This is an optimization exercise on Yosys and OpenROAD, whose aim is small area, not a production implementation.
Only simulation tests tie the RTL to the original design; equivalence was not proved.
No activity file was given, so power comes from the tool's default toggle rates.

[flow/design.v]
module tape_decoder (
    input  wire        clk,
    input  wire        rst,           
    input  wire        cfg_we,
    input  wire [1:0]  cfg_sel,       
    input  wire [31:0] cfg_data,
    input  wire        s_valid,
    input  wire [15:0] s_data,
    output wire        s_ready,
    input  wire        ev_ack,
    output reg  [1:0]  ev_pending,    
    output wire        fault,
    output wire [3:0]  fault_code,
    output reg  [3:0]  seq_len,
    output reg         byte_valid,
    output wire [7:0]  byte_data,
    output reg  [3:0]  byte_field,    
    output reg         blk_done,
    output wire [1:0]  blk_type,      
    output wire [7:0]  blk_len,
    output wire [63:0] name,          
    output wire [7:0]  ftype,
    output wire [7:0]  ascii,
    output wire [7:0]  gap,
    output wire [15:0] start_addr,
    output wire [15:0] load_addr
);
    localparam [3:0] S_SYNC  = 4'd0,
                     S_TYPE  = 4'd1,
                     S_LEN   = 4'd2,
                     S_NAME  = 4'd3,
                     S_FTYPE = 4'd4,
                     S_ASCII = 4'd5,
                     S_GAP   = 4'd6,
                     S_START = 4'd7,
                     S_LOAD  = 4'd8,
                     S_DATA  = 4'd9,
                     S_CKSUM = 4'd10,
                     S_LEAD  = 4'd11;
    localparam [1:0] BT_NAME = 2'd0, BT_DATA = 2'd1, BT_EOF = 2'd2;
    reg [31:0] n_one_lo, n_one_hi, n_zero_lo, n_zero_hi;    
    reg [31:0] clen;          
    reg        prev_nn;
    reg [3:0]   state;
    reg [7:0]   shift;
    reg [2:0]   bitcnt;
    reg [1:0]   btype;
    reg [7:0]   len;
    reg [7:0]   ck;
    reg [7:0]   cnt;          
    reg [1:0]   fc;           
    reg [119:0] rec;
    assign fault      = fc[1] | fc[0];
    assign fault_code = {2'b00, fc};
    assign s_ready    = !fault && (ev_pending == 2'd0);
    assign byte_data  = shift;
    assign blk_type   = btype;
    assign blk_len    = len;
    assign name       = rec[63:0];
    assign ftype      = rec[71:64];
    assign ascii      = rec[79:72];
    assign gap        = rec[87:80];
    assign start_addr = {rec[95:88],   rec[103:96]};
    assign load_addr  = {rec[111:104], rec[119:112]};
    wire push     = s_valid && s_ready && !rst;
    wire neg      = s_data[15];
    wire crossing = prev_nn && neg;
    function automatic carry32(input [31:0] a, input [31:0] b, input cin);
        integer k;
        reg r;
        begin
            r = cin;
            for (k = 0; k < 32; k = k + 1)
                r = (a[k] & b[k]) | (a[k] & r) | (b[k] & r);
            carry32 = r;
        end
    endfunction
    wire is_one  = carry32(n_one_lo,  clen, 1'b1) && !carry32(n_one_hi,  clen, 1'b0);
    wire is_zero = carry32(n_zero_lo, clen, 1'b1) && !carry32(n_zero_hi, clen, 1'b0);
    wire bit_ok  = is_one || is_zero;
    wire       bit_in   = push && crossing && bit_ok;
    wire [7:0] shift_in = {is_one, shift[7:1]};
    wire sync_hit = (shift_in[7:2] == 6'b001111) && (bitcnt >= 3'd5) &&
                    (bitcnt < 3'd6 || !shift_in[1]) &&
                    (bitcnt < 3'd7 || !shift_in[0]);
    wire in_sync   = (state == S_SYNC);
    wire byte_done = bit_in && !in_sync && (bitcnt == 3'd7);
    always @(posedge clk) begin
        if (rst) begin
            if (!cfg_we || cfg_sel == 2'd0) n_one_lo  <= ~(cfg_we ? cfg_data : 32'd18);
            if (!cfg_we || cfg_sel == 2'd1) n_one_hi  <= ~(cfg_we ? cfg_data : 32'd31);
            if (!cfg_we || cfg_sel == 2'd2) n_zero_lo <= ~(cfg_we ? cfg_data : 32'd31);
            if (!cfg_we || cfg_sel == 2'd3) n_zero_hi <= ~(cfg_we ? cfg_data : 32'hFFFF_FFFF);
        end
    end
    always @(posedge clk) begin
        if (rst) begin
            clen    <= 32'd0;
            prev_nn <= 1'b0;
        end else if (push) begin
            prev_nn <= !neg;
            clen    <= crossing ? 32'd1 : clen + 32'd1;
        end
    end
    always @(posedge clk) begin
        if (bit_in) begin
            shift <= shift_in;
            if (state != S_LEAD)
                rec <= {shift[0], rec[119:1]};
        end
    end
    always @(posedge clk) begin
        if (rst)
            bitcnt <= 3'd0;
        else if (bit_in) begin
            if (in_sync)
                bitcnt <= sync_hit ? 3'd0 : (bitcnt == 3'd7 ? 3'd7 : bitcnt + 3'd1);
            else
                bitcnt <= bitcnt + 3'd1;
        end
    end
    always @(posedge clk) begin
        byte_valid <= byte_done;
        blk_done   <= 1'b0;
        if (rst) begin
            state      <= S_SYNC;
            seq_len    <= 4'd0;
            ev_pending <= 2'd0;
            fc         <= 2'd0;
        end else begin
            if (ev_ack && ev_pending != 2'd0) begin
                if (ev_pending[1])
                    seq_len <= 4'd0;
                ev_pending <= 2'd0;
            end
            if (bit_in && in_sync && sync_hit)
                state <= S_TYPE;
            if (byte_done) begin
                byte_field <= state;
                if (state >= S_LEN && state <= S_DATA)
                    cnt <= (state == S_LEN) ? shift_in : cnt - 8'd1;
                ck <= ((state == S_TYPE) ? 8'd0 : ck) + shift_in;
                case (state)
                    S_TYPE: begin
                        btype <= (shift_in == 8'h00) ? BT_NAME :
                                 (shift_in == 8'h01) ? BT_DATA : BT_EOF;
                        if (shift_in == 8'h00 || shift_in == 8'h01 || shift_in == 8'hFF)
                            state <= S_LEN;
                        else
                            state <= S_SYNC;
                    end
                    S_LEN: begin
                        len <= {shift_in[7:2], shift_in[1] & (btype != BT_NAME), shift_in[0]};
                        if ((btype == BT_NAME && shift_in != 8'd15) ||
                            (btype == BT_EOF  && shift_in != 8'd0))
                            state <= S_SYNC;
                        else if (btype == BT_NAME)
                            state <= S_NAME;
                        else if (shift_in == 8'd0)
                            state <= S_CKSUM;
                        else
                            state <= S_DATA;
                    end
                    S_NAME:  if (cnt[2:0] == 3'd0) state <= S_FTYPE;
                    S_FTYPE: state <= S_ASCII;
                    S_ASCII: state <= S_GAP;
                    S_GAP:   state <= S_START;
                    S_START: if (cnt[0]) state <= S_LOAD;
                    S_LOAD:  if (cnt[0]) state <= S_CKSUM;
                    S_DATA:  if (cnt == 8'd1) state <= S_CKSUM;
                    S_CKSUM: begin
                        if (shift_in != ck)
                            fc[0] <= 1'b1;
                        else
                            state <= S_LEAD;
                    end
                    default: begin   
                        if (seq_len[3]) begin
                            fc[1] <= 1'b1;
                        end else begin
                            seq_len  <= seq_len + 4'd1;
                            blk_done <= 1'b1;
                            ev_pending <= (btype == BT_NAME) ? 2'd1 :
                                          (btype == BT_EOF)  ? 2'd2 : 2'd0;
                            state <= S_SYNC;
                        end
                    end
                endcase
            end
        end
    end
endmodule
[flow/flow/run.sh]
#!/bin/bash
set -euo pipefail
CTS="-sink_clustering_enable -sink_clustering_size 20 -sink_clustering_max_diameter 60 -buf_list sky130_fd_sc_hd__clkbuf_8 -dont_use_dummy_load -repair_clock_nets"
bash standard.sh "BUFFER_PORTS_ARGS=-buffer_cell sky130_fd_sc_hd__buf_1" "CTS_ARGS=$CTS" finish > standard_flow.log 2>&1
[flow/standard.sh]
#!/bin/bash
# synth_recipe.tcl (not shown) runs the flow's synth.tcl, then flattens the netlist and writes it again
# the make line also repeats each setting of config.mk as NAME=value (left out here)
make -C /OpenROAD-flow-scripts/flow DESIGN_CONFIG=/design/flow/config.mk WORK_HOME=/design/flow/orfs CLKGATE_MAP_FILE= SYNTH_SCRIPT=/design/flow/synth_recipe.tcl "${@:-finish}"
[flow/config.mk]
export PLATFORM = sky130hd
export DESIGN_NAME = tape_decoder
export DESIGN_NICKNAME = tape_decoder
export VERILOG_FILES = /design/flow/design.v
export SDC_FILE = /design/flow/constraint.sdc
export NUM_CORES = 4
export LEC_CHECK = 0
export CAP_MARGIN = 20
export CORE_MARGIN = 2
export CORE_UTILIZATION = 40
export SLEW_MARGIN = 20
[flow/constraint.sdc]
create_clock -name core_clock -period 10.0 [get_ports {clk}]
set_input_delay 2.0000 -clock core_clock [delete_from_list [all_inputs] [get_ports {clk}]]
set_output_delay 2.0000 -clock core_clock [all_outputs]
set_load 0.01 [all_outputs]
==> summary.md, run 1 <==
| Metric | Value |
|---|---|
| Post-Route WL | `31830 um` |
| FFs w/ async S/R, synth | `0%` |
| Hold bufs inserted after CTS | `0` |
| Postcts setup bufs | `0` |
| Slowest stage delay, CP | `approximately 0.80 ns` |
| Worst skew pair latency | `between 0.6 and 0.7 ns` |
| RSZ-0062 raised after global routing | `no` |
| Vias in the first global route | `8960` |
| Clk root buf | `clkbuf_8` |
| CTS tree | `done` |
| Antenna Nets Post-Route | `0` |
| Startpoint types | `flip-flop` |
| Hpwl dp | `21890 um` |
| CP top delay family | `compound AO/OA/AOI/OAI gates` |
| # port buffers | `193` |
| Initial antenna violation count | `3` |
| Final setup viols | `0` |
| Post-DR wirelength/cell | `18.28 um` |
| Fin. Hold Viols | `0` |
| Crit. End Element | `flip-flop` |
| Slew Limit Fails | `0` |
| Slew HR | `about 37%` |
| Total gr overflow | `0` |
| Final worst slack | `5.212 ns` |
| # IOs | `about 210` |
| Global-route wire length before repair | `49130 um` |
| Top_reg_cell synth | `edfxtp_1` |
| Clk_skew | `0.05382 ns` |
| Area Growth Syn to Fin | `10.75%` |
| Worst hold path type | `reg2reg` |
| Hold Slack | `0.4408 ns` |
| Clock edge transition at the registers on the reported setup and hold paths | `0.09 ns` |
| VDD IR max | `0.0001288 V` |
| RD Place Congestion | `slightly below 0.9` |
| Power Density | `149.2 mW/mm2` |
| Final nets | `between 1000 and 1500` |
| Vias/cell | `5.334` |
| Largest net degree at the start of global routing | `71` |
| Placeable core region | `0.03471 mm2` |
| CTS Buf Count | `29` |
| DR vias | `9286` |
| Synth Register Bits | `336` |
| Initial core utilization | `40.90%` |
| Synth top area share | `60.50%` |
| H-tree levels | `1` |
| Die width | `192.4 um` |
| Tmin final | `4.788 ns` |
| Worst Path Max Fanout | `70` |
| Sequential fraction of the synthesis area | `67.55%` |
| CP Cell Sequence | `nor2_1 -> nor3_2 -> nand4_1 -> a2111oi_2 -> o21ai_1 -> a21o_1 -> a21oi_4 -> a21boi_4 -> buf_4 -> buf_4` |
| Die Span Y | `around 190 um` |
| Pleak | `about 4.9 nW` |
| Status | `complete, no violations` |
| Detailed Route Iter0 Violations | `668` |
| Row count | `68` |
| Worst path slowest cell | `buf_4` |
| Setup TNS | `0 ns` |
| Post-Syn Area | `0.01420 mm2` |
| Area leader, netlist | `edfxtp_1` |
| Tightest Pin Transition | `0.9312 ns` |
| CP most frequent cell | `buf_4` |
| Req. time, crit path | `~10 ns` |
| Tot GR Track Use | `~17%` |
| Die area | `0.03701 mm2` |
| Power Total | `0.002345 W` |
| First-pass iteration count of the detailed router | `5` |
| Post-synth EDFFs | `between 200 and 300` |
| CTS Buffer Depth | `3` |
| Worst EP arrival | `5.04 ns` |
| Clk sinks | `336` |
| Kind of critical path | `reg2reg` |
| Dominant cells by area after synthesis | `edfxtp_1 60%, dfxtp_1 7.1%, nand2_1 3.0%, nor2_1 2.4%, o22ai_1 1.8%` |
| Syn_area_per_cell | `12.81 um2` |
| WP buf/inv | `2` |
| Most frequent cells after synthesis | `286 x edfxtp_1, 112 x nand2_1, 90 x nor2_1` |
| Syn Inst Count | `around 1100` |
| Fraction of layout cells with a size suffix above 1 | `4.829%` |
| Post-CTS Resized | `0` |
| Worst slack, placed | `roughly 4.5 ns` |
| Max_cap viols | `0` |
| Cell variety after synth | `78` |
| Fmax | `208.8 MHz` |
| Final period util | `around 48%` |
| Most common cell in the netlist | `edfxtp_1` |
| Synth warnings | `1` |
| Remaining routing DRC violations | `0` |
flip-flops by register name (all words and copies together), names as in the netlist, 3 cells and up:
name        cells
clen           32
cnt             8
state           4
shift           8
byte_field      4
rec           120
bitcnt          3
seq_len         4
n_zero_lo      32
n_zero_hi      32
len             8
n_one_hi       32
n_one_lo       32
ck              8
worst register-to-register path: stages (launching register included):
cell and delay (ns):
dfxtp_1 0.61, nor2_1 0.16, nor3_2 0.26, nand4_1 0.18
a2111oi_2 0.43, o21ai_1 0.12, a21o_1 0.38, a21oi_4 0.59
a21boi_4 0.27, buf_4 0.54, buf_4 0.82
per-stage QoR:
stage / instances / util (%) / instance area (um2)
after floorplan: 1109 / - / 14200
after global placement: 1710 / 44.12 / 15320
after detailed placement: 1710 / 44.12 / 15320
after CTS: 1739 / 45.27 / 15720
after global routing: 1739 / 45.28 / 15720
final: 1741 / 45.29 / 15720
layout make-up:
type,count,area [um2]
inverter,23,86.33
tap,455,569.3
clock buffer,29,399.1
antenna,2,5.005
fill,3228,18990
multi-input combinational,696,4295
sequential,336,9589
timing repair buffer,200,778.2
layer usage:
metal	vias up	track usage, %	part of all wire, %
met5	-	0	0.050
met4	2	3.993	2.0
met3	45	3.273	4.8
met2	226	28.79	49
met1	4501	22.44	45
li1	4512	-	-
layout by cell type (no fill, tap or decap), types with 23 or more instances in the layout:
cell and count:
edfxtp_1 286, buf_1 192, nand2_1 111, nor2_1 89, dfxtp_1 50, o22ai_1 41
a21oi_1 40, nor2b_1 37, nand3_1 36, a22oi_1 32, o21ai_0 29, clkbuf_8 29
xnor2_1 24, xor2_1 23
worst paths after layout:
kind | startpoint | to | slack (ns) | depth (start not counted)
worst min register to register | rec[61] | rec[60] | 0.44 | 0
worst max-delay path | clen[23] | rec[48] | 5.21 | 10
worst min-delay path | rec[61] | rec[60] | 0.44 | 0
worst max register to register | clen[23] | rec[48] | 5.21 | 10
kinds of logic (layout without fill, tap and decap cells):
| kind of cell | after synthesis | count (layout) | share of synthesized area (%) |
|---|---|---|---|
| flops | 336 | 336 | 67.55 |
| compound gates | 242 | 242 | 11.76 |
| buf+inv | 77 | 252 | 2.574 |
| simple gates | 383 | 383 | 13.27 |
| mux | 2 | 2 | 0.1498 |
| fa+ha+maj | 20 | 20 | 1.772 |
| xor+xnor | 47 | 47 | 2.900 |
| other cells | 1 | 4 | 0.02642 |
power breakdown:
group	leakage, nW	switching, W	internal [W]
Combinational	1.83	0.0000505	0.0000267
Clock	0.209	0.000421	0.000258
Sequential	2.82	0.0000312	0.00156
==> inputs of run 2 (changes only) <==
--- a/flow/design.v
+++ b/flow/design.v
@@ -49,19 +49,19 @@
     reg [7:0]   ck;
     reg [7:0]   cnt;          
     reg [1:0]   fc;           
-    reg [119:0] rec;
+    reg [111:0] rec;          
     assign fault      = fc[1] | fc[0];
     assign fault_code = {2'b00, fc};
     assign s_ready    = !fault && (ev_pending == 2'd0);
     assign byte_data  = shift;
     assign blk_type   = btype;
-    assign blk_len    = len;
-    assign name       = rec[63:0];
-    assign ftype      = rec[71:64];
-    assign ascii      = rec[79:72];
-    assign gap        = rec[87:80];
-    assign start_addr = {rec[95:88],   rec[103:96]};
-    assign load_addr  = {rec[111:104], rec[119:112]};
+    assign blk_len    = (btype == BT_NAME) ? 8'd13 : len;
+    assign name       = {rec[55:0], len};
+    assign ftype      = rec[63:56];
+    assign ascii      = rec[71:64];
+    assign gap        = rec[79:72];
+    assign start_addr = {rec[87:80],  rec[95:88]};
+    assign load_addr  = {rec[103:96], rec[111:104]};
     wire push     = s_valid && s_ready && !rst;
     wire neg      = s_data[15];
     wire crossing = prev_nn && neg;
@@ -106,7 +106,11 @@
         if (bit_in) begin
             shift <= shift_in;
             if (state != S_LEAD)
-                rec <= {shift[0], rec[119:1]};
+                rec <= {shift[0], rec[111:1]};
+            if (byte_done && state == S_LEN)
+                len <= shift_in;
+            else if (btype == BT_NAME && state != S_LEAD)
+                len <= {rec[0], len[7:1]};
         end
     end
     always @(posedge clk) begin
@@ -150,7 +154,6 @@
                             state <= S_SYNC;
                     end
                     S_LEN: begin
-                        len <= {shift_in[7:2], shift_in[1] & (btype != BT_NAME), shift_in[0]};
                         if ((btype == BT_NAME && shift_in != 8'd15) ||
                             (btype == BT_EOF  && shift_in != 8'd0))
                             state <= S_SYNC;
==> run 2 against run 1 <==
Effect of this change: still clean on timing, DRC and antenna; fmax is 13% lower; synthesized cell count increased by 0.99%; sequential share of layout area is 1.3 points lower; flip-flop and latch count is 8 lower; worst hold slack got worse by 0.053 ns; design area shrank 0.46%; largest power group unchanged.
==> summary.md, run 2 <==
| Metric | Value |
|---|---|
| Final instance area | `0.01565 mm2 (-0.46%)` |
| CTS Buffer Depth | `3 (unchanged)` |
| Tightest Pin Transition | `1.028 ns (+0.09695 ns)` |
| Sequential fraction of the synthesis area | `66.39% (-1.2 points)` |
| Synth warnings | `1 (unchanged)` |
| Final period util | `54.87% (+7.0 points)` |
| Xor and xnor area share after synthesis | `2.799% (-0.10 points)` |
| DR vias | `9374 (+0.95%)` |
| Worst skew pair latency | `0.61 ns (-0.02 ns)` |
| Vias/cell | `5.375 (+0.77%)` |
| Tot GR Track Use | `16.74% (-0.21 points)` |
| Fin. Hold Viols | `0 (unchanged)` |
| Adder-Cell Fraction of Synth Area | `2.017% (+0.25 points)` |
| Area leader, netlist | `edfxtp_1` |
| Synth Register Bits | `328 (-2.4%)` |
| Postcts setup bufs | `0 (unchanged)` |
| Startpoint types | `flip-flop` |
| Dominant cells by area after synthesis | `edfxtp_1 59%, dfxtp_1 7.1%, nand2_1 2.9%, nor2_1 2.6%, nor2b_1 1.9%` |
| VDD IR max | `0.0001110 V (-14%)` |
| Synth top area share | `59.28% (-1.2 points)` |
| Critical path endpoint | `rec[42]` |
| RD Place Congestion | `0.8350 (-6.0%)` |
| Crit. End Element | `flip-flop` |
| # IOs | `211 (unchanged)` |
| Worst path slowest cell | `o31a_2` |
| Antenna Nets Post-Route | `0 (unchanged)` |
| Slew HR | `30.93% (-6.5 points)` |
| Worst slack, placed | `4.283 ns (-0.2494 ns)` |
| Largest Register | `rec` |
| Fraction of layout cells with a size suffix above 1 | `5.043% (+0.21 points)` |
| Ant. Diodes | `0 (-2)` |
| FFs w/ async S/R, synth | `0% (unchanged)` |
| Clk sinks | `328 (-2.4%)` |
| R2r startpoint | `clen[13]` |
| Fmax | `182.2 MHz (-13%)` |
| Kind of critical path | `reg2reg` |
| Main combinational cell family by area after synthesis | `simple AND/OR/NAND/NOR gates` |
| Status | `complete, no violations` |
| Most common cell after layout, fill and taps aside | `edfxtp_1` |
| RSZ-0062 raised after global routing | `no` |
| Initial antenna violation count | `1 (-2)` |
| Worst Path Max Fanout | `76 (+8.6%)` |
| First-pass iteration count of the detailed router | `5 (unchanged)` |
| Most frequent cells in the layout | `278 x edfxtp_1, 192 x buf_1, 107 x nand2_1` |
| Most frequent cells after synthesis | `278 x edfxtp_1, 107 x nand2_1, 98 x nor2_1` |
| Syn Inst Count | `1119 (+0.99%)` |
| Largest net degree at the start of global routing | `77 (+8.5%)` |
| Initial core utilization | `40.67% (-0.23 points)` |
| Final setup viols | `0 (unchanged)` |
| Slowest stage delay, CP | `0.92 ns (+0.12 ns)` |
| Post-synth EDFFs | `278 (-2.8%)` |
| H-tree levels | `1 (unchanged)` |
| Simple-Gate Fraction of Synth Area | `13.14% (-0.13 points)` |
| CTS Buf Count | `29 (unchanged)` |
| Mux share of post-synthesis cell area | `0.9507% (+0.80 points)` |
| Largest register FFs | `112 (-6.7%)` |
| Hold bufs inserted after CTS | `0 (unchanged)` |
| Post-CTS Resized | `0 (unchanged)` |
| Post-Syn Area | `0.01408 mm2 (-0.80%)` |
| Clk_skew | `0.07974 ns (+0.02591 ns)` |
| Fin cells | `1744 (+0.17%)` |
| # port buffers | `193 (unchanged)` |
| Placeable core region | `0.03463 mm2 (-0.25%)` |
| Beginning of the worst hold path | `rec[39]` |
| Req. time, crit path | `10.15 ns (-0.10 ns)` |
| Hpwl dp | `22020 um (+0.59%)` |
| Die area | `0.03672 mm2 (-0.79%)` |
| Clock edge transition at the registers on the reported setup and hold paths | `0.10 ns (about the same)` |
| WP buf/inv | `2 (unchanged)` |
| Number of stages on the worst setup path | `11 (+1)` |
| CTS tree | `done` |
| Setup TNS | `0 ns (unchanged)` |
| Post-DP Area | `0.01521 mm2 (-0.70%)` |
| Worst hold path type | `reg2reg` |
| Die Span Y | `191.6 um (-0.40%)` |
| Power Total | `0.002294 W (-2.2%)` |
| Final worst slack | `4.513 ns (-0.6989 ns)` |
| Most common cell in the netlist | `edfxtp_1` |
| Top_reg_cell synth | `edfxtp_1` |
| Vias in the first global route | `8750 (-2.3%)` |
| Pleak | `4.735 nW (-2.4%)` |
| Worst r2r dst | `rec[42]` |
| Dpl cells | `1713 (+0.18%)` |
| Syn_area_per_cell | `12.58 um2 (-1.8%)` |
| Die width | `191.6 um (-0.40%)` |
| Remaining routing DRC violations | `0 (unchanged)` |
| Power Density | `146.6 mW/mm2 (-1.7%)` |
| Total gr overflow | `0 (unchanged)` |
| CP Cell Sequence | `o22ai_1 -> nor2_1 -> o221ai_1 -> nor4b_1 -> o2111ai_1 -> a21boi_0 -> o22ai_1 -> buf_4 -> a21oi_2 -> o31a_2 -> buf_4` |
| Tmin final | `5.487 ns (+0.6989 ns)` |
| Max_cap viols | `0 (unchanged)` |
| Cell variety after synth | `79 (+1.3%)` |
| Post-Route WL | `31680 um (-0.47%)` |
| Slew Limit Fails | `0 (unchanged)` |
| Area Growth Syn to Fin | `11.13%` |
| R2R cell count | `11 (+1)` |
| # fillers | `3168 (-1.9%)` |
| Final nets | `1363 (+0.37%)` |
| Global-route wire length before repair | `48450 um (-1.4%)` |
| Synth Area in Compound Gates | `12.05% (+0.29 points)` |
| CP top delay family | `compound AO/OA/AOI/OAI gates` |
| Critical Path Source | `clen[13]` |
| Detailed Route Iter0 Violations | `608 (-9.0%)` |
| Row count | `68 (unchanged)` |
| Post-DR wirelength/cell | `18.16 um (-0.64%)` |
| Worst EP arrival | `5.64 ns (+0.60 ns)` |
| Reg2Reg Setup Slack | `4.51 ns (-0.70 ns)` |
| Clk root buf | `clkbuf_8` |
[run 2: changes by cell type in the layout (fill, tap and decap cells not counted), moves of 6 or more]
cell	before	now
nor2_1	89	97
nand3_1	36	25
nand3b_1	1	7
edfxtp_1	286	278
o21ai_0	29	40
o22ai_1	41	34
nor2b_1	37	43
mux2_1	0	8
a22oi_1	32	23
[run 2: stage by stage]
stage / utilization, % / hold slack, ns
4_1_cts: 45.07 / 0.3895
3_3_place_gp: 43.90 / 0.4284
3_5_place_dp: 43.92 / 0.4310
6_report: 45.19 / 0.3880
5_1_grt: 45.19 / 0.3879
2_1_floorplan: - / 0.4197
[run 2: per-layer routing]
layer / vias up / share of wire (%) / global-route usage [%]
li1: 4525 / - / -
met2: 281 / 46 / 26.98
met3: 39 / 6.0 / 2.540
met1: 4529 / 46 / 23.81
met5: - / 0 / 0
met4: 0 / 2.0 / 4.053
[run 2: layout make-up]
type                       instances  area (um2)  area share, %
clock buffer                      29       399.1          2.550
inverter                          24       90.09         0.5756
multi-input combinational        705        4414          28.21
sequential                       328        9349          59.74
tap                              455       569.3          3.638
timing repair buffer             203       828.3          5.293
[run 2: kinds of logic (layout without fill, tap and decap cells)]
logic type                 after synthesis  count (layout)
and+or+nand+nor                        380             380
DFF                                    328             328
AOI/OAI and AO/OA                      243             243
buffers and inverters                   87             256
xor gates and xnor gates                45              45
adders and majority gates               23              23
muxes                                   12              12
other                                    1               2
[run 2: power breakdown]
group / switching (W) / total, W / leakage [nW] / internal, W
Combinational: 0.0000518 / 0.0000793 / 1.76 / 0.0000275
Sequential: 0.0000279 / 0.00155 / 2.77 / 0.00152
Clock: 0.000407 / 0.000664 / 0.209 / 0.000257
Total: 0.000486 / 0.00229 / 4.74 / 0.00181
[run 2: worst min-delay path by stage]
stage	endpoint	slack, ns	cells past startpoint
after floorplan	byte_field[2]	0.42	0
after detailed placement	rec[111]	0.43	0
after CTS	rec[38]	0.39	0
final	rec[38]	0.39	0
after global routing	rec[38]	0.39	0
after global placement	rec[97]	0.43	0
[run 2: worst register-to-register path, delay by kind of cell (launching register included)]
family                 cells  cell delay, ns
buffers and inverters      2            1.10
flip-flops                 1            0.58
AND/OR/NAND/NOR            2            0.78
AO/OA/AOI/OAI              7            2.58
==> inputs of run 3 (changes only) <==
--- a/flow/config.mk
+++ b/flow/config.mk
@@ -7,5 +7,5 @@
 export LEC_CHECK = 0
 export CAP_MARGIN = 20
 export CORE_MARGIN = 2
-export CORE_UTILIZATION = 40
+export CORE_UTILIZATION = 65
 export SLEW_MARGIN = 20
==> run 3 against run 2 <==
Effect of this change: count of clock-buffer cells in the layout fell by 6; first-iteration DRC count rose by 41%; sequential power barely moved; cell count fell by 11%; total power fell by 2.9%; synthesized cell count did not move; non-clock buffer count fell by 1; worst hold slack improved by 0.035 ns; critical path type unchanged; still clean on timing, DRC and antenna; critical path depth did not move; fmax fell by 1.9%; register-to-register slack got worse by 0.11 ns; clock power fell by 9.9%.
==> summary.md, run 3 <==
| Metric | Value |
|---|---|
| Crit. End Element | `flip-flop` |
| Clk root buf | `clkbuf_8` |
| Post-DR wirelength/cell | `19.78 um (+8.9%)` |
| Most frequent cells in the layout | `278 x edfxtp_1, 192 x buf_1, 106 x nand2_1` |
| Dominant cells by area after synthesis | `edfxtp_1 59%, dfxtp_1 7.1%, nand2_1 2.9%, nor2_1 2.6%, nor2b_1 1.9%` |
| Status | `complete, no violations` |
| Startpoint types | `flip-flop` |
| Req. time, crit path | `10.17 ns (+0.02 ns)` |
| Final period util | `55.94% (+1.1 points)` |
| Clk sinks | `328 (unchanged)` |
| Largest Register | `rec` |
| Syn_area_per_cell | `12.58 um2 (unchanged)` |
| Vias in the first global route | `8718 (-0.37%)` |
| Clk_skew | `0.06360 ns (-0.01613 ns)` |
| Fraction of layout cells with a size suffix above 1 | `4.602% (-0.44 points)` |
| Remaining routing DRC violations | `0 (unchanged)` |
| Clock edge transition at the registers on the reported setup and hold paths | `0.12 ns (+0.02 ns)` |
| Worst skew pair latency | `0.58 ns (-0.03 ns)` |
| Hpwl dp | `21580 um (-2.0%)` |
| Tot GR Track Use | `26.47% (+9.7 points)` |
| Pleak | `4.677 nW (-1.2%)` |
| CTS Buf Count | `23 (-21%)` |
| Kind of critical path | `reg2reg` |
| Hold bufs inserted after CTS | `0 (unchanged)` |
| CTS Buffer Depth | `3 (unchanged)` |
| Worst hold path type | `reg2reg` |
| Tightest Pin Transition | `1.057 ns (+0.02932 ns)` |
| VDD IR max | `0.0001153 V (+3.9%)` |
| RSZ-0062 raised after global routing | `no` |
| Antenna Nets Post-Route | `0 (unchanged)` |
| Largest register FFs | `112 (unchanged)` |
| Tmin final | `5.594 ns (+0.1064 ns)` |
| Total gr overflow | `0 (unchanged)` |
| Post-synth EDFFs | `278 (unchanged)` |
| H-tree levels | `1 (unchanged)` |
| Vias/cell | `6.110 (+14%)` |
| Die area | `0.02286 mm2 (-38%)` |
| Most common cell after layout, fill and taps aside | `edfxtp_1` |
| Sequential fraction of the synthesis area | `66.39% (unchanged)` |
| CTS tree | `done` |
| Area leader, netlist | `edfxtp_1` |
| Die Span Y | `151.2 um (-21%)` |
| Post-Syn Area | `0.01408 mm2 (unchanged)` |
| Power Density | `145.4 mW/mm2 (-0.77%)` |
| RD Place Congestion | `0.8724 (+4.5%)` |
| Fin. Hold Viols | `0 (unchanged)` |
| Row count | `53 (-22%)` |
| Slew HR | `28.96% (-2.0 points)` |
| Max_cap viols | `0 (unchanged)` |
| Detailed Route Iter0 Violations | `855 (+41%)` |
| # IOs | `211 (unchanged)` |
| Slew Limit Fails | `0 (unchanged)` |
| Die width | `151.2 um (-21%)` |
| Worst EP arrival | `5.77 ns (+0.13 ns)` |
| FFs w/ async S/R, synth | `0% (unchanged)` |
| Setup TNS | `0 ns (unchanged)` |
| Final nets | `1356 (-0.51%)` |
| Global-route wire length before repair | `46820 um (-3.4%)` |
| Final core area utilization | `72.36% (+27 points)` |
| Cell variety after synth | `79 (unchanged)` |
| Synth warnings | `1 (unchanged)` |
| Area Growth Syn to Fin | `8.698%` |
| DR vias | `9519 (+1.5%)` |
| Fmax | `178.8 MHz (-1.9%)` |
| Post-Route WL | `30820 um (-2.7%)` |
| Postcts setup bufs | `0 (unchanged)` |
| Synth top area share | `59.28% (unchanged)` |
| Top_reg_cell synth | `edfxtp_1` |
| First-pass iteration count of the detailed router | `7 (+2)` |
| Worst Path Max Fanout | `76 (unchanged)` |
| Largest net degree at the start of global routing | `77 (unchanged)` |
| Synth Register Bits | `328 (unchanged)` |
| Placeable core region | `0.02115 mm2 (-39%)` |
| Final setup viols | `0 (unchanged)` |
| Initial core utilization | `66.57% (+26 points)` |
| Initial antenna violation count | `2 (+1)` |
| Most common cell in the netlist | `edfxtp_1` |
| # port buffers | `193 (unchanged)` |
| Most frequent cells after synthesis | `278 x edfxtp_1, 107 x nand2_1, 98 x nor2_1` |
| Syn Inst Count | `1119 (unchanged)` |
| Post-CTS Resized | `0 (unchanged)` |
## run 3: cell type report
class / count / area, um2
diodes: 1 / 2.502
clock buffers: 23 / 316.6
fillers: 1476 / 5847
inverters: 24 / 90.09
multi-input cells: 705 / 4412
flip-flops and latches: 328 / 9349
well taps: 275 / 344.1
repair buffers: 202 / 793.3
## run 3: worst paths after layout
check	startpoint	cells after the start	slack [ns]	to
setup / recovery	clen[13]	11	4.41	rec[39]
hold / removal	rec[36]	0	0.42	rec[35]
setup reg to reg	clen[13]	11	4.41	rec[39]
hold reg to reg	rec[36]	0	0.42	rec[35]
## run 3: report_power, final
| part | switching, W | leakage, nW | total (W) | internal (W) |
|---|---|---|---|---|
| clock network | 0.000391 | 0.165 | 0.000598 | 0.000207 |
| registers | 0.0000290 | 2.77 | 0.00155 | 0.00152 |
| logic | 0.0000509 | 1.75 | 0.0000767 | 0.0000258 |
## run 3: cells by family after synthesis
family,Yosys count,share of synthesized area (%)
buf+inv,87,2.630
simple gates,380,13.14
other cells,1,0.02663
flops,328,66.39
compound gates,243,12.05
mux,12,0.9507
fa+ha+maj,23,2.017
xor+xnor,45,2.799
## run 3: layer usage
metal	routed length [um]	up-vias	GRT usage, %
met2	14270	343	42.94
met3	2264	33	4.187
li1	-	4507	-
met5	11	-	0
met1	13830	4634	38.80
met4	445	2	4.673
## run 3: stage by stage
stage,instances,hold slack [ns],total power [W],setup WS (ns),cell area [um2]
2_1_floorplan,1120,0.4197,0.001622,3.305,14090
3_3_place_gp,1533,0.4258,0.001653,4.415,14980
4_1_cts,1556,0.4221,0.002232,4.506,15290
3_5_place_dp,1533,0.4310,0.001658,4.321,14980
5_1_grt,1557,0.4366,0.002293,4.019,15300
6_report,1558,0.4228,0.002226,4.406,15310
## run 3: critical path, stage by stage (launching register included)
cell	delay (ns)
dfxtp_1	0.60
o22ai_1	0.19
nor2_1	0.22
o221ai_1	0.18
nor4b_1	0.61
o2111ai_1	0.23
a21boi_0	0.25
o22ai_1	0.12
buf_4	0.21
a21oi_2	0.75
o31a_2	0.91
buf_4	0.85
==> inputs of run 4 (changes only) <==
==> flow/flow/run.sh (replaced) <==
#!/bin/bash
set -euo pipefail
CTS="-sink_clustering_enable -sink_clustering_size 30 -sink_clustering_max_diameter 45 -buf_list sky130_fd_sc_hd__clkbuf_8 -dont_use_dummy_load -repair_clock_nets"
bash standard.sh "BUFFER_PORTS_ARGS=-buffer_cell sky130_fd_sc_hd__buf_1" "CTS_ARGS=$CTS" finish > standard_flow.log 2>&1
--- a/flow/config.mk
+++ b/flow/config.mk
@@ -7,5 +7,5 @@
 export LEC_CHECK = 0
 export CAP_MARGIN = 20
 export CORE_MARGIN = 2
-export CORE_UTILIZATION = 65
+export CORE_UTILIZATION = 40
 export SLEW_MARGIN = 20
==> run 4 against run 3 <==
Effect of this change: critical path depth stayed put; largest power group unchanged; largest cell class unchanged; sequential power barely moved; synthesized cell count stayed put; critical endpoint is now rec[42]; via count is 0.99% lower; count of clock-buffer cells in the layout grew 17; area after synthesis is the same; flip-flop and latch count did not move; setup slack got worse by 0.026 ns.
==> summary.md, run 4 <==
| Metric | Value |
|---|---|
| Reg2Reg Setup Slack | `4.38 ns (-0.03 ns)` |
| Worst skew pair latency | `0.57 ns (about the same)` |
| CTS tree | `done` |
| Fin cells | `1755 (+13%)` |
| Tightest Pin Transition | `1.040 ns (-0.01791 ns)` |
| Total gr overflow | `0 (unchanged)` |
| Final nets | `1374 (+1.3%)` |
| Slew Limit Fails | `0 (unchanged)` |
| Area leader, netlist | `edfxtp_1` |
| Most common cell after layout, fill and taps aside | `edfxtp_1` |
| Vias/cell | `5.370 (-12%)` |
| Worst hold path type | `reg2reg` |
| Hpwl dp | `22020 um (+2.1%)` |
| Most frequent cells after synthesis | `278 x edfxtp_1, 107 x nand2_1, 98 x nor2_1` |
| VDD IR max | `0.00009291 V (-19%)` |
| Syn Inst Count | `1119 (unchanged)` |
| CTS Buffer Depth | `3 (unchanged)` |
| Power Density | `153.4 mW/mm2 (+5.5%)` |
| Clock edge transition at the registers on the reported setup and hold paths | `0.09 ns (-0.03 ns)` |
| Status | `complete, no violations` |
| Fin. Hold Viols | `0 (unchanged)` |
| Ant. Diodes | `0 (-1)` |
| Worst path slowest cell | `o31a_2` |
| Most common cell in the netlist | `edfxtp_1` |
| Synth warnings | `1 (unchanged)` |
| DR vias | `9425 (-0.99%)` |
| R2r startpoint | `clen[13]` |
| Fraction of layout cells with a size suffix above 1 | `5.846% (+1.2 points)` |
| Tot GR Track Use | `17.13% (-9.3 points)` |
| # IOs | `211 (unchanged)` |
| Kind of critical path | `reg2reg` |
| Post-synth EDFFs | `278 (unchanged)` |
| Clk_skew | `0.07038 ns (+0.006779 ns)` |
| Slew HR | `30.16% (+1.2 points)` |
| Largest register FFs | `112 (unchanged)` |
| Number of stages on the worst setup path | `11 (unchanged)` |
| FFs w/ async S/R, synth | `0% (unchanged)` |
| Hold bufs inserted after CTS | `0 (unchanged)` |
| Slowest stage delay, CP | `0.91 ns (about the same)` |
| Startpoint types | `flip-flop` |
| Critical Path Source | `clen[13]` |
| Post-Route WL | `32090 um (+4.1%)` |
| CP top delay family | `compound AO/OA/AOI/OAI gates` |
| Vias in the first global route | `8834 (+1.3%)` |
| Clk root buf | `clkbuf_8` |
| Postcts setup bufs | `0 (unchanged)` |
| Pleak | `4.814 nW (+2.9%)` |
| Initial core utilization | `40.67% (-26 points)` |
| Final setup viols | `0 (unchanged)` |
| CTS Buf Count | `40 (+74%)` |
| Post-CTS Resized | `0 (unchanged)` |
| Antenna Nets Post-Route | `0 (unchanged)` |
| Dominant cells by area after synthesis | `edfxtp_1 59%, dfxtp_1 7.1%, nand2_1 2.9%, nor2_1 2.6%, nor2b_1 1.9%` |
| Worst EP arrival | `5.75 ns (-0.02 ns)` |
| Most frequent cells in the layout | `278 x edfxtp_1, 192 x buf_1, 107 x nand2_1` |
| R2R cell count | `11 (unchanged)` |
| Critical path endpoint | `rec[42]` |
| Syn_area_per_cell | `12.58 um2 (unchanged)` |
| # port buffers | `193 (unchanged)` |
| Setup TNS | `0 ns (unchanged)` |
| RD Place Congestion | `0.8350 (-4.3%)` |
| CP Cell Sequence | `o22ai_1 -> nor2_1 -> o221ai_1 -> nor4b_1 -> o2111ai_1 -> a21boi_0 -> o22ai_1 -> buf_4 -> a21oi_2 -> o31a_2 -> buf_4` |
| Die width | `191.6 um (+27%)` |
| Synth top area share | `59.28% (unchanged)` |
| Area Growth Syn to Fin | `12.21%` |
| Largest Register | `rec` |
| Dpl cells | `1713 (+12%)` |
| Top_reg_cell synth | `edfxtp_1` |
| Crit. End Element | `flip-flop` |
| Remaining routing DRC violations | `0 (unchanged)` |
| Sequential fraction of the synthesis area | `66.39% (unchanged)` |
| RSZ-0062 raised after global routing | `no` |
| WP buf/inv | `2 (unchanged)` |
| Die area | `0.03672 mm2 (+61%)` |
| Worst Path Max Fanout | `76 (unchanged)` |
| First-pass iteration count of the detailed router | `6 (-1)` |
| Die Span Y | `191.6 um (+27%)` |
| Post-Syn Area | `0.01408 mm2 (unchanged)` |
| Synth Register Bits | `328 (unchanged)` |
| Req. time, crit path | `10.13 ns (-0.04 ns)` |
| Max_cap viols | `0 (unchanged)` |
| Detailed Route Iter0 Violations | `754 (-12%)` |
| Clk sinks | `328 (unchanged)` |
| Row count | `68 (+28%)` |
| Fmax | `177.9 MHz (-0.46%)` |
| H-tree levels | `2 (+1)` |
| Largest net degree at the start of global routing | `77 (unchanged)` |
| Final period util | `56.20% (+0.26 points)` |
| Tmin final | `5.620 ns (+0.02604 ns)` |
| Placeable core region | `0.03463 mm2 (+64%)` |
| Initial antenna violation count | `1 (-1)` |
| Post-DR wirelength/cell | `18.29 um (-7.6%)` |
| Worst r2r dst | `rec[42]` |
| Beginning of the worst hold path | `rec[39]` |
| Cell variety after synth | `79 (unchanged)` |
| Global-route wire length before repair | `49030 um (+4.7%)` |
[run 4: how the worst min path moves through the flow]
stage                          endpoint  slack, ns  cells after the start
final                           rec[38]       0.37                      0
after global routing            rec[38]       0.37                      0
after CTS                       rec[38]       0.38                      0
after detailed placement       rec[111]       0.43                      0
after global placement          rec[97]       0.43                      0
after floorplan           byte_field[2]       0.42                      0
[run 4: report_power, final]
group          switching (W)  internal (W)  leakage, nW  total (W)
sequential         0.0000278       0.00152         2.77    0.00155
combinational      0.0000519     0.0000275         1.76  0.0000794
clock               0.000438      0.000355        0.288   0.000793
total               0.000518       0.00191         4.81    0.00242
[run 4: routing by layer]
metal | vias up | part of all wire, % | wire (um) | track usage [%]
li1 | 4551 | - | - | -
met1 | 4537 | 46 | 14740 | 23.99
met2 | 285 | 45 | 14600 | 27.01
met3 | 52 | 6.5 | 2087 | 3.399
met4 | 0 | 2.1 | 662 | 5.059
met5 | - | 0 | 0 | 0
[run 4: logic make-up (layout without fill, tap and decap cells)]
group / count (synthesis) / count (layout) / share of synthesized area (%)
AO/OA/AOI/OAI: 243 / 243 / 12.05
AND/OR/NAND/NOR: 380 / 380 / 13.14
XOR/XNOR: 45 / 45 / 2.799
other: 1 / 2 / 0.02663
buffers and inverters: 87 / 267 / 2.630
adder cells (fa/ha/maj): 23 / 23 / 2.017
multiplexers: 12 / 12 / 0.9507
flip-flops: 328 / 328 / 66.39
[run 4: final cells by class]
class                      instances  area, um2
clock buffer                      40      550.5
fill                            3156      18830
inverter                          24      90.09
multi-input combinational        705       4414
sequential                       328       9349
tap                              455      569.3
timing repair buffer             203      828.3
[run 4: per-stage QoR]
| step | total power (W) | hold slack (ns) | utilization, % | area (um2) | setup WS [ns] |
|---|---|---|---|---|---|
| floorplan | 0.001622 | 0.4197 | - | 14090 | 3.305 |
| global placement | 0.001656 | 0.4284 | 43.90 | 15200 | 4.377 |
| detailed placement | 0.001659 | 0.4310 | 43.92 | 15210 | 4.283 |
| CTS | 0.002455 | 0.3760 | 45.51 | 15760 | 4.431 |
| global route | 0.002520 | 0.3702 | 45.63 | 15800 | 3.951 |
| finish | 0.002424 | 0.3714 | 45.63 | 15800 | 4.380 |
==> inputs of run 5 (changes only) <==
==> flow/flow/run.sh (replaced) <==
#!/bin/bash
set -euo pipefail
CTS="-sink_clustering_enable -sink_clustering_size 24 -sink_clustering_max_diameter 50 -buf_list sky130_fd_sc_hd__clkbuf_8 -dont_use_dummy_load -repair_clock_nets"
bash standard.sh "BUFFER_PORTS_ARGS=-buffer_cell sky130_fd_sc_hd__buf_1" "CTS_ARGS=$CTS" finish > standard_flow.log 2>&1
--- a/flow/config.mk
+++ b/flow/config.mk
@@ -7,5 +7,5 @@
 export LEC_CHECK = 0
 export CAP_MARGIN = 20
 export CORE_MARGIN = 2
-export CORE_UTILIZATION = 40
+export CORE_UTILIZATION = 65
 export SLEW_MARGIN = 20
==> run 5 against run 4 <==
Effect of this change: still clean on timing, DRC and antenna; via count is 1.2% higher; flip-flop and latch count stayed put; non-clock buffer count is 1 lower; synthesized cell count stayed put; setup slack better by 0.067 ns; design area is 2.6% lower; area after synthesis stayed put; critical endpoint is now rec[30].
==> summary.md, run 5 <==
| Metric | Value |
|---|---|
| Max_cap viols | `0 (unchanged)` |
| Detailed Route Iter0 Violations | `930 (+23%)` |
| Synth warnings | `1 (unchanged)` |
| Dpl cells | `1533 (-11%)` |
| Most frequent cells in the layout | `278 x edfxtp_1, 192 x buf_1, 106 x nand2_1` |
| Largest net degree at the start of global routing | `77 (unchanged)` |
| Final setup viols | `0 (unchanged)` |
| P_int | `0.001806 W (-5.2%)` |
| Syn_area_per_cell | `12.58 um2 (unchanged)` |
| Fin. Hold Viols | `0 (unchanged)` |
| Slew Limit Fails | `0 (unchanged)` |
| CTS Buffer Depth | `3 (unchanged)` |
| Fraction of layout cells with a size suffix above 1 | `5.047% (-0.80 points)` |
| Slew HR | `27.22% (-2.9 points)` |
| Row count | `53 (-22%)` |
| Clk sinks | `328 (unchanged)` |
| Cell variety after synth | `79 (unchanged)` |
| Synth Register Bits | `328 (unchanged)` |
| Largest Register | `rec` |
| DR vias | `9540 (+1.2%)` |
| Area leader, netlist | `edfxtp_1` |
| Xor and xnor area share after synthesis | `2.799% (unchanged)` |
| Tightest Pin Transition | `1.083 ns (+0.04381 ns)` |
| Hold bufs inserted after CTS | `0 (unchanged)` |
| Sw Ratio | `20.81% (-0.55 points)` |
| NetSw | `0.0004747 W (-8.3%)` |
| Worst hold path type | `reg2reg` |
| Pleak | `4.720 nW (-2.0%)` |
| Fin cells | `1564 (-11%)` |
| H-tree levels | `1 (-1)` |
| Worst Path Max Fanout | `76 (unchanged)` |
| CTS tree | `done` |
| Most frequent cells after synthesis | `278 x edfxtp_1, 107 x nand2_1, 98 x nor2_1` |
| Final period util | `55.53% (-0.67 points)` |
| Seq pwr share | `68.0% (+4.0 points)` |
| Antenna Nets Post-Route | `0 (unchanged)` |
| Post-Syn Area | `0.01408 mm2 (unchanged)` |
| Initial antenna violation count | `2 (+1)` |
| Combinational Power Share | `3.4% (about the same)` |
| Placeable core region | `0.02115 mm2 (-39%)` |
| Req. time, crit path | `10.19 ns (+0.06 ns)` |
| RD Place Congestion | `0.8724 (+4.5%)` |
| Clk_skew | `0.05049 ns (-0.01989 ns)` |
| Die width | `151.2 um (-21%)` |
| Tmin final | `5.553 ns (-0.06689 ns)` |
| Setup TNS | `0 ns (unchanged)` |
| Status | `complete, no violations` |
| CTS Buf Count | `29 (-28%)` |
| Die area | `0.02286 mm2 (-38%)` |
| Kind of critical path | `reg2reg` |
| Clock edge transition at the registers on the reported setup and hold paths | `0.11 ns (+0.02 ns)` |
| First-pass iteration count of the detailed router | `7 (+1)` |
| Top_reg_cell synth | `edfxtp_1` |
| Global-route wire length before repair | `46890 um (-4.4%)` |
| Tot GR Track Use | `26.56% (+9.4 points)` |
| # port buffers | `193 (unchanged)` |
| Power Density | `148.2 mW/mm2 (-3.4%)` |
| Clock Power Share | `28.6% (-4.1 points)` |
| Vias/cell | `6.100 (+14%)` |
| Post-DR wirelength/cell | `19.68 um (+7.6%)` |
| Adder-Cell Fraction of Synth Area | `2.017% (unchanged)` |
| # fillers | `1448 (-54%)` |
| Sequential fraction of the synthesis area | `66.39% (unchanged)` |
| Simple-Gate Fraction of Synth Area | `13.14% (unchanged)` |
| Final nets | `1362 (-0.87%)` |
| # IOs | `211 (unchanged)` |
| Synth top area share | `59.28% (unchanged)` |
| Hpwl dp | `21580 um (-2.0%)` |
| Worst skew pair latency | `0.59 ns (+0.02 ns)` |
| Fmax | `180.1 MHz (+1.2%)` |
| Post-CTS Resized | `0 (unchanged)` |
| Crit. End Element | `flip-flop` |
| Post-DP Area | `0.01498 mm2 (-1.5%)` |
| Remaining routing DRC violations | `0 (unchanged)` |
| RSZ-0062 raised after global routing | `no` |
| Die Span Y | `151.2 um (-21%)` |
| Postcts setup bufs | `0 (unchanged)` |
| Most common cell after layout, fill and taps aside | `edfxtp_1` |
| Post-Route WL | `30780 um (-4.1%)` |
| Most common cell in the netlist | `edfxtp_1` |
| Main combinational cell family by area after synthesis | `simple AND/OR/NAND/NOR gates` |
| Worst EP arrival | `5.74 ns (about the same)` |
| Dominant cells by area after synthesis | `edfxtp_1 59%, dfxtp_1 7.1%, nand2_1 2.9%, nor2_1 2.6%, nor2b_1 1.9%` |
| Startpoint types | `flip-flop` |
| Initial core utilization | `66.57% (+26 points)` |
| Largest register FFs | `112 (unchanged)` |
| VDD IR max | `0.0001180 V (+27%)` |
| Area Growth Syn to Fin | `9.285%` |
| Mux share of post-synthesis cell area | `0.9507% (unchanged)` |
| Syn Inst Count | `1119 (unchanged)` |
| Total gr overflow | `0 (unchanged)` |
| Final instance area | `0.01539 mm2 (-2.6%)` |
| Clk root buf | `clkbuf_8` |
| Vias in the first global route | `8727 (-1.2%)` |
| Synth Area in Compound Gates | `12.05% (unchanged)` |
| Post-synth EDFFs | `278 (unchanged)` |
| FFs w/ async S/R, synth | `0% (unchanged)` |
run 5: cell counts after synthesis:
No cell type changed its count.
run 5: per-stage QoR:
| stage | hold slack, ns | power [W] | setup slack (ns) | utilization (%) |
|---|---|---|---|---|
| 2_1_floorplan | 0.4197 | 0.001622 | 3.305 | - |
| 3_3_place_gp | 0.4258 | 0.001653 | 4.415 | 70.80 |
| 3_5_place_dp | 0.4310 | 0.001658 | 4.321 | 70.80 |
| 4_1_cts | 0.4361 | 0.002292 | 4.522 | 72.69 |
| 5_1_grt | 0.4281 | 0.002353 | 4.026 | 72.74 |
| 6_report | 0.4384 | 0.002281 | 4.447 | 72.75 |
run 5: cells by family after synthesis:
group           Yosys count
buf+inv                  87
mux                      12
simple gates            380
xor+xnor                 45
other cells               1
fa+ha+maj                23
compound gates          243
flops                   328
run 5: layer usage:
metal	GRT usage, %	vias to the layer above	part of all wire [%]
met5	0	-	0.036
met4	5.654	2	1.7
met3	3.735	44	7.1
met2	42.74	344	47
met1	39.13	4628	45
li1	-	4522	-
run 5: worst paths after layout:
path	from	endpoint	slack, ns	cells after the start
setup / recovery	clen[13]	rec[30]	4.45	11
setup reg to reg	clen[13]	rec[30]	4.45	11
hold / removal	rec[107]	rec[106]	0.44	0
hold reg to reg	rec[107]	rec[106]	0.44	0
run 5: area by class of cell:
class | instances | area (um2) | share of cell area (%)
sequential | 328 | 9349 | 60.75
multi-input combinational | 705 | 4412 | 28.67
timing repair buffer | 202 | 793.3 | 5.154
clock buffer | 29 | 399.1 | 2.593
tap | 275 | 344.1 | 2.236
inverter | 24 | 90.09 | 0.5854
antenna | 1 | 2.502 | 0.01626
run 5: worst max-delay path, stage by stage, from the launching register on:
cell       delay (ns)
dfxtp_1          0.60
o22ai_1          0.19
nor2_1           0.22
o221ai_1         0.18
nor4b_1          0.58
o2111ai_1        0.22
a21boi_0         0.25
o22ai_1          0.12
buf_4            0.21
a21oi_2          0.73
o31a_2           0.93
buf_4            0.84
run 5: power groups by stage:
stage          Sequential [W]  Clock [W]  Combinational [W]
2_1_floorplan         0.00157          0          0.0000502
4_1_cts               0.00155   0.000664          0.0000769
3_3_place_gp          0.00158          0          0.0000741
5_1_grt               0.00156   0.000711          0.0000858
6_report              0.00155   0.000653          0.0000764
3_5_place_dp          0.00158          0          0.0000768
==> inputs of run 6 (changes only) <==
--- a/flow/design.v
+++ b/flow/design.v
@@ -75,8 +75,13 @@
             carry32 = r;
         end
     endfunction
-    wire is_one  = carry32(n_one_lo,  clen, 1'b1) && !carry32(n_one_hi,  clen, 1'b0);
-    wire is_zero = carry32(n_zero_lo, clen, 1'b1) && !carry32(n_zero_hi, clen, 1'b0);
+    wire c_ol, c_oh, c_zl, c_zh;
+    td_carry32 u_ol (.a(n_one_lo),  .b(clen), .cin(1'b1), .cout(c_ol));
+    td_carry32 u_oh (.a(n_one_hi),  .b(clen), .cin(1'b0), .cout(c_oh));
+    td_carry32 u_zl (.a(n_zero_lo), .b(clen), .cin(1'b1), .cout(c_zl));
+    td_carry32 u_zh (.a(n_zero_hi), .b(clen), .cin(1'b0), .cout(c_zh));
+    wire is_one  = c_ol && !c_oh;
+    wire is_zero = c_zl && !c_zh;
     wire bit_ok  = is_one || is_zero;
     wire       bit_in   = push && crossing && bit_ok;
     wire [7:0] shift_in = {is_one, shift[7:1]};
@@ -193,3 +198,22 @@
         end
     end
 endmodule
+module td_carry32 (input wire [31:0] a, input wire [31:0] b, input wire cin, output wire cout);
+    wire [16:0] c;
+    assign c[0] = cin;
+    genvar k;
+    generate for (k = 0; k < 16; k = k + 1) begin : g
+        td_chunk u (.a(a[2*k +: 2]), .b(b[2*k +: 2]), .cin(c[k]), .cout(c[k+1]));
+    end endgenerate
+    assign cout = c[16];
+endmodule
+module td_chunk (input wire [1:0] a, input wire [1:0] b, input wire cin, output wire cout);
+    reg r;
+    integer k;
+    always @* begin
+        r = cin;
+        for (k = 0; k < 2; k = k + 1)
+            r = (a[k] & b[k]) | (a[k] & r) | (b[k] & r);
+    end
+    assign cout = r;
+endmodule
==> flow/flow/run.sh (replaced) <==
#!/bin/bash
set -euo pipefail
CTS="-sink_clustering_enable -sink_clustering_size 20 -sink_clustering_max_diameter 60 -buf_list sky130_fd_sc_hd__clkbuf_8 -dont_use_dummy_load -repair_clock_nets"
bash standard.sh "BUFFER_PORTS_ARGS=-buffer_cell sky130_fd_sc_hd__buf_1" "CTS_ARGS=$CTS" finish > standard_flow.log 2>&1
--- a/flow/config.mk
+++ b/flow/config.mk
@@ -9,3 +9,4 @@
 export CORE_MARGIN = 2
 export CORE_UTILIZATION = 65
 export SLEW_MARGIN = 20
+export SYNTH_HIERARCHICAL = 1
==> run 6 against run 5 <==
Effect of this change: still clean; non-clock buffer count unchanged; first-iteration DRC count down 30%; clock power down 8.7%; sequential share of layout area up 1.4 points; core utilization up 1.2 points; fmax down 28%; flip-flop and latch count unchanged; critical endpoint is now rec[35].
==> summary.md, run 6 <==
| Metric | Value |
|---|---|
| Status | `complete, no violations` |
| Req. time, crit path | `10.15 ns (-0.04 ns)` |
| Post-synth EDFFs | `278 (unchanged)` |
| Detailed Route Iter0 Violations | `651 (-30%)` |
| Row count | `52 (-1.9%)` |
| Power Density | `147.2 mW/mm2 (-0.66%)` |
| Fraction of layout cells with a size suffix above 1 | `5.516% (+0.47 points)` |
| VDD IR max | `0.0001460 V (+24%)` |
| Slowest stage delay, CP | `0.64 ns (-0.29 ns)` |
| Die area | `0.02202 mm2 (-3.7%)` |
| CP top delay family | `compound AO/OA/AOI/OAI gates` |
| Kind of critical path | `reg2reg` |
| Post-DR wirelength/cell | `17.44 um (-11%)` |
| Max_cap viols | `0 (unchanged)` |
| Worst skew pair latency | `0.58 ns (about the same)` |
| Syn_area_per_cell | `12.76 um2 (+1.4%)` |
| Clk sinks | `328 (unchanged)` |
| Most common cell after layout, fill and taps aside | `edfxtp_1` |
| Most frequent cells in the layout | `278 x edfxtp_1, 192 x buf_1, 136 x nand2_1` |
| Clk root buf | `clkbuf_8` |
| Vias in the first global route | `8412 (-3.6%)` |
| Tightest Pin Transition | `0.9571 ns (-0.1262 ns)` |
| Largest net degree at the start of global routing | `67 (-13%)` |
| Tot GR Track Use | `23.97% (-2.6 points)` |
| Most frequent cells after synthesis | `278 x edfxtp_1, 136 x nand2_1, 90 x a21oi_1` |
| # port buffers | `193 (unchanged)` |
| Clock edge transition at the registers on the reported setup and hold paths | `0.10 ns (about the same)` |
| Largest Register | `rec` |
| Synth top area share | `61.60% (+2.3 points)` |
| Final period util | `77.17% (+22 points)` |
| Post-Syn Area | `0.01355 mm2 (-3.8%)` |
| Final setup viols | `0 (unchanged)` |
| Fmax | `129.6 MHz (-28%)` |
| Worst hold path type | `reg2reg` |
| CTS tree | `done` |
| Die width | `148.4 um (-1.9%)` |
| Area leader, netlist | `edfxtp_1` |
| Final nets | `1343 (-1.4%)` |
| RD Place Congestion | `0.8195 (-6.1%)` |
| Post-Route WL | `26870 um (-13%)` |
| P_int | `0.001764 W (-2.3%)` |
| Synth warnings | `8 (+7)` |
| WP buf/inv | `1 (-1)` |
| Clk_skew | `0.06755 ns (+0.01706 ns)` |
| H-tree levels | `1 (unchanged)` |
| # IOs | `211 (unchanged)` |
| CTS Buffer Depth | `3 (unchanged)` |
| Sequential fraction of the synthesis area | `68.99% (+2.6 points)` |
| Sw Ratio | `20.40% (-0.42 points)` |
| DR vias | `8918 (-6.5%)` |
| Most common cell in the netlist | `edfxtp_1` |
| NetSw | `0.0004520 W (-4.8%)` |
| Global-route wire length before repair | `42070 um (-10%)` |
| Combinational Power Share | `3.4% (about the same)` |
| Synth Register Bits | `328 (unchanged)` |
| FFs w/ async S/R, synth | `0% (unchanged)` |
| Largest register FFs | `112 (unchanged)` |
| CTS Buf Count | `24 (-17%)` |
| Final core area utilization | `73.91% (+1.2 points)` |
| Total gr overflow | `0 (unchanged)` |
| Initial antenna violation count | `3 (+1)` |
| Slew HR | `35.70% (+8.5 points)` |
| Worst Path Max Fanout | `50 (-34%)` |
| Remaining routing DRC violations | `0 (unchanged)` |
| Startpoint types | `flip-flop` |
| Vias/cell | `5.787 (-5.1%)` |
| Hpwl dp | `18570 um (-14%)` |
| Post-CTS Resized | `0 (unchanged)` |
| Pleak | `4.472 nW (-5.2%)` |
| First-pass iteration count of the detailed router | `5 (-2)` |
| RSZ-0062 raised after global routing | `no` |
| Clock Power Share | `26.9% (-1.7 points)` |
| Area Growth Syn to Fin | `11.07%` |
| Tmin final | `7.717 ns (+2.164 ns)` |
| Dominant cells by area after synthesis | `edfxtp_1 62%, dfxtp_1 7.4%, nand2_1 3.8%, a21oi_1 3.3%, o22ai_1 3.0%` |
| Initial core utilization | `66.55% (about the same)` |
| Syn Inst Count | `1062 (-5.1%)` |
| Postcts setup bufs | `0 (unchanged)` |
| Worst EP arrival | `7.87 ns (+2.13 ns)` |
| Fin. Hold Viols | `0 (unchanged)` |
| Antenna Nets Post-Route | `0 (unchanged)` |
| Seq pwr share | `69.7% (+1.7 points)` |
| Cell variety after synth | `67 (-15%)` |
| Setup TNS | `0 ns (unchanged)` |
| Top_reg_cell synth | `edfxtp_1` |
| Crit. End Element | `flip-flop` |
| Die Span Y | `148.4 um (-1.9%)` |
| Slew Limit Fails | `0 (unchanged)` |
| Placeable core region | `0.02036 mm2 (-3.7%)` |
| CP most frequent cell | `o21ai_1` |
| Worst path slowest cell | `buf_4` |
| Hold bufs inserted after CTS | `0 (unchanged)` |
==> run 6: final cells by class <==
cell class | count | area [um2]
well taps | 270 | 337.8
inverters | 20 | 81.33
multi-input cells | 695 | 4095
clock buffers | 24 | 330.3
flip-flops and latches | 328 | 9349
fillers | 1398 | 5313
diodes | 2 | 5.005
repair buffers | 202 | 853.3
==> run 6: path summary, 6_finish.rpt <==
path | cells past startpoint | from | endpoint | slack (ns)
max | 37 | clen[1] | rec[35] | 2.28
max reg2reg | 37 | clen[1] | rec[35] | 2.28
min | 0 | rec[4] | rec[3] | 0.43
min reg2reg | 0 | rec[4] | rec[3] | 0.43
==> run 6: metrics by stage <==
stage	std cells	power, W	hold slack, ns	cell area [um2]	worst slack [ns]
after global placement	1512	0.001640	0.4262	14630	2.637
after detailed placement	1512	0.001646	0.4323	14630	2.457
after floorplan	1070	0.001617	0.4064	13590	1.263
final	1541	0.002216	0.4253	15050	2.283
after CTS	1536	0.002229	0.4288	14960	2.401
after global routing	1539	0.002293	0.4364	15050	1.625
==> run 6: cell families after synthesis <==
family / synth area share, %
adder cells (fa/ha/maj): 1.625
buffers and inverters: 1.468
AND/OR/NAND/NOR: 12.68
other: 0.05542
multiplexers: 0.8217
flip-flops: 68.99
XOR/XNOR: 3.231
AO/OA/AOI/OAI: 11.13
==> run 6: layer usage <==
layer	global-route usage [%]	part of all wire [%]	up-vias
li1	-	-	4359
met1	31.87	42	4269
met3	5.215	6.3	39
met5	0	0.048	-
met2	41.02	50	249
met4	5.619	1.8	2
==> run 6: power by group through the flow <==
stage                     Combinational, W  Clock, W  Sequential (W)
after floorplan                  0.0000462         0         0.00157
after global placement           0.0000667         0         0.00157
after detailed placement         0.0000698         0         0.00158
after CTS                        0.0000699  0.000614         0.00154
after global routing             0.0000836  0.000659         0.00155
final                            0.0000746  0.000596         0.00155
==> run 6: modules after synthesis, one instance, submodules excluded, excerpt <==
module | cells | area (um2) | copies in the design
td_chunk | 4 | 20.02 | 64
tape_decoder | 806 | 12270 | 1
==> inputs of run 7 (changes only) <==
--- a/flow/config.mk
+++ b/flow/config.mk
@@ -7,6 +7,6 @@
 export LEC_CHECK = 0
 export CAP_MARGIN = 20
 export CORE_MARGIN = 2
-export CORE_UTILIZATION = 65
+export CORE_UTILIZATION = 72
 export SLEW_MARGIN = 20
 export SYNTH_HIERARCHICAL = 1
==> run 7 against run 6 <==
Effect of this change: global-route usage is 3.0 points higher; critical path depth did not move; die area down 9.5%; critical path type unchanged.
==> summary.md, run 7 <==
| Metric | Value |
|---|---|
| Initial antenna violation count | `1 (-2)` |
| Largest Register | `rec` |
| Final period util | `76.08% (-1.1 points)` |
| Row count | `50 (-3.8%)` |
| Critical Path Source | `clen[1]` |
| RSZ-0062 raised after global routing | `no` |
| Reg2Reg Setup Slack | `2.39 ns (+0.11 ns)` |
| Largest net degree at the start of global routing | `67 (unchanged)` |
| Post-DR wirelength/cell | `18.40 um (+5.5%)` |
| Worst hold path type | `reg2reg` |
| Slew Limit Fails | `0 (unchanged)` |
| Most frequent cells after synthesis | `278 x edfxtp_1, 136 x nand2_1, 90 x a21oi_1` |
| Vias/cell | `6.017 (+4.0%)` |
| Final worst slack | `2.392 ns (+0.1085 ns)` |
| # IOs | `211 (unchanged)` |
| Final nets | `1339 (-0.30%)` |
| Startpoint types | `flip-flop` |
| Post-CTS Resized | `0 (unchanged)` |
| Slowest stage delay, CP | `0.60 ns (-0.04 ns)` |
| Die Span Y | `141.2 um (-4.9%)` |
| Clock edge transition at the registers on the reported setup and hold paths | `0.11 ns (about the same)` |
| RD Place Congestion | `0.8751 (+6.8%)` |
| Most frequent cells in the layout | `278 x edfxtp_1, 192 x buf_1, 136 x nand2_1` |
| Die area | `0.01993 mm2 (-9.5%)` |
| Crit. End Element | `flip-flop` |
| Global-route wire length before repair | `42920 um (+2.0%)` |
| Beginning of the worst hold path | `rec[1]` |
| Remaining routing DRC violations | `0 (unchanged)` |
| Tmin final | `7.608 ns (-0.1085 ns)` |
| CP most frequent cell | `o21ai_1` |
| Synth Register Bits | `328 (unchanged)` |
| Initial core utilization | `72.94% (+6.4 points)` |
| Dominant cells by area after synthesis | `edfxtp_1 62%, dfxtp_1 7.4%, nand2_1 3.8%, a21oi_1 3.3%, o22ai_1 3.0%` |
| R2r startpoint | `clen[1]` |
| Total gr overflow | `0 (unchanged)` |
| Tightest Pin Transition | `0.9630 ns (+0.005917 ns)` |
| Post-Syn Area | `0.01355 mm2 (unchanged)` |
| CTS tree | `done` |
| Post-synth EDFFs | `278 (unchanged)` |
| Worst slack, placed | `2.089 ns (-0.3672 ns)` |
| Cell variety after synth | `67 (unchanged)` |
| Largest register FFs | `112 (unchanged)` |
| Final setup viols | `0 (unchanged)` |
| Antenna Nets Post-Route | `0 (unchanged)` |
| # port buffers | `193 (unchanged)` |
| Fmax | `131.4 MHz (+1.4%)` |
| Worst path slowest cell | `a21oi_4` |
| Detailed Route Iter0 Violations | `627 (-3.7%)` |
| Setup TNS | `0 ns (unchanged)` |
| Most common cell in the netlist | `edfxtp_1` |
| Power Density | `145.3 mW/mm2 (-1.3%)` |
| Status | `complete, no violations` |
| Worst skew pair latency | `0.57 ns (about the same)` |
| Pleak | `4.451 nW (-0.48%)` |
| # fillers | `1096 (-22%)` |
| Syn_area_per_cell | `12.76 um2 (unchanged)` |
| Postcts setup bufs | `0 (unchanged)` |
| Hpwl dp | `19040 um (+2.5%)` |
| Clk root buf | `clkbuf_8` |
| DR vias | `9026 (+1.2%)` |
| Synth top area share | `61.60% (unchanged)` |
| VDD IR max | `0.0001191 V (-18%)` |
| Most common cell after layout, fill and taps aside | `edfxtp_1` |
| First-pass iteration count of the detailed router | `5 (unchanged)` |
| CTS Buf Count | `20 (-17%)` |
| Kind of critical path | `reg2reg` |
| Fin. Hold Viols | `0 (unchanged)` |
| Vias in the first global route | `8770 (+4.3%)` |
| Power Total | `0.002174 W (-1.9%)` |
| H-tree levels | `1 (unchanged)` |
| FFs w/ async S/R, synth | `0% (unchanged)` |
| Syn Inst Count | `1062 (unchanged)` |
| Req. time, crit path | `10.21 ns (+0.06 ns)` |
| Area Growth Syn to Fin | `10.46%` |
| Fin cells | `1500 (-2.7%)` |
| Tot GR Track Use | `27.01% (+3.0 points)` |
| Sequential fraction of the synthesis area | `68.99% (unchanged)` |
| Max_cap viols | `0 (unchanged)` |
| Clk_skew | `0.06523 ns (-0.002324 ns)` |
| Post-Route WL | `27600 um (+2.7%)` |
| Synth warnings | `8 (unchanged)` |
| Slew HR | `35.30% (-0.40 points)` |
| Die width | `141.2 um (-4.9%)` |
| Top_reg_cell synth | `edfxtp_1` |
| Fraction of layout cells with a size suffix above 1 | `5.217% (-0.30 points)` |
| Placeable core region | `0.01858 mm2 (-8.8%)` |
| Hold bufs inserted after CTS | `0 (unchanged)` |
| CTS Buffer Depth | `3 (unchanged)` |
| Worst Path Max Fanout | `41 (-18%)` |
| Dpl cells | `1475 (-2.4%)` |
| Clk sinks | `328 (unchanged)` |
| Area leader, netlist | `edfxtp_1` |
| Worst EP arrival | `7.82 ns (-0.05 ns)` |
| Hold Slack | `0.4443 ns (+0.01900 ns)` |
## run 7: kinds of logic after synthesis
kind of cell	count (synthesis)	synth area share, %
buffers and inverters	47	1.468
flip-flops	328	68.99
multiplexers	10	0.8217
AND/OR/NAND/NOR	345	12.68
AO/OA/AOI/OAI	263	11.13
adder cells (fa/ha/maj)	17	1.625
other	2	0.05542
XOR/XNOR	50	3.231
## run 7: final cells by class
type                            count  area, um2  area share, %
Antenna cell                        1      2.502        0.01672
Inverter                           20      81.33         0.5433
Sequential cell                   328       9349          62.45
Multi-Input combinational cell    695       4095          27.36
Tap cell                          234      292.8          1.956
Clock buffer                       20      275.3          1.839
Timing Repair Buffer              202      873.3          5.834
## run 7: report_power, final
| group | switching [W] | internal, W | total, W | leakage, nW |
|---|---|---|---|---|
| Combinational | 0.0000478 | 0.0000272 | 0.0000750 | 1.53 |
| Clock | 0.000371 | 0.000182 | 0.000553 | 0.144 |
| Sequential | 0.0000249 | 0.00152 | 0.00155 | 2.78 |
| Total | 0.000444 | 0.00173 | 0.00217 | 4.45 |
## run 7: worst paths after layout
kind | end | cells past startpoint
worst min-delay path | rec[0] | 0
worst max-delay path | rec[34] | 37
worst max register to register | rec[34] | 37
worst min register to register | rec[0] | 0
## run 7: per-stage QoR
step	util (%)	cell area (um2)
final	80.57	14970
after global routing	80.55	14970
after CTS	79.96	14860
after detailed placement	78.48	14580
after global placement	78.48	14580
after floorplan	-	13590
## run 7: metal layers
layer | vias to the layer above | GRT usage, % | routed length [um]
met5 | - | 0 | 0
met4 | 0 | 5.842 | 409
met3 | 41 | 4.959 | 1807
met2 | 304 | 47.88 | 14140
met1 | 4340 | 35.31 | 11240
li1 | 4341 | - | -
## run 7: critical path: cells and delay by family (launching register included)
| family | cells | cell delay [ns] |
|---|---|---|
| AOI/OAI and AO/OA | 33 | 5.59 |
| buffers and inverters | 1 | 0.55 |
| DFF | 1 | 0.53 |
| and+or+nand+nor | 3 | 0.57 |
## run 7: per-module statistics from Yosys (local to each module, per instance), a selection
module	area (um2)	flops+latches	copies in the design
td_chunk	20.02	0	64
tape_decoder	12270	328	1

Setup slack of run 7, layout unchanged: 2.392 ns with ideal ports, 2.392 ns with driving cells assumed (clock clkbuf_16, inputs buf_2), 2.392 ns with port delays also shifted by the 0.572 ns mid clock arrival.
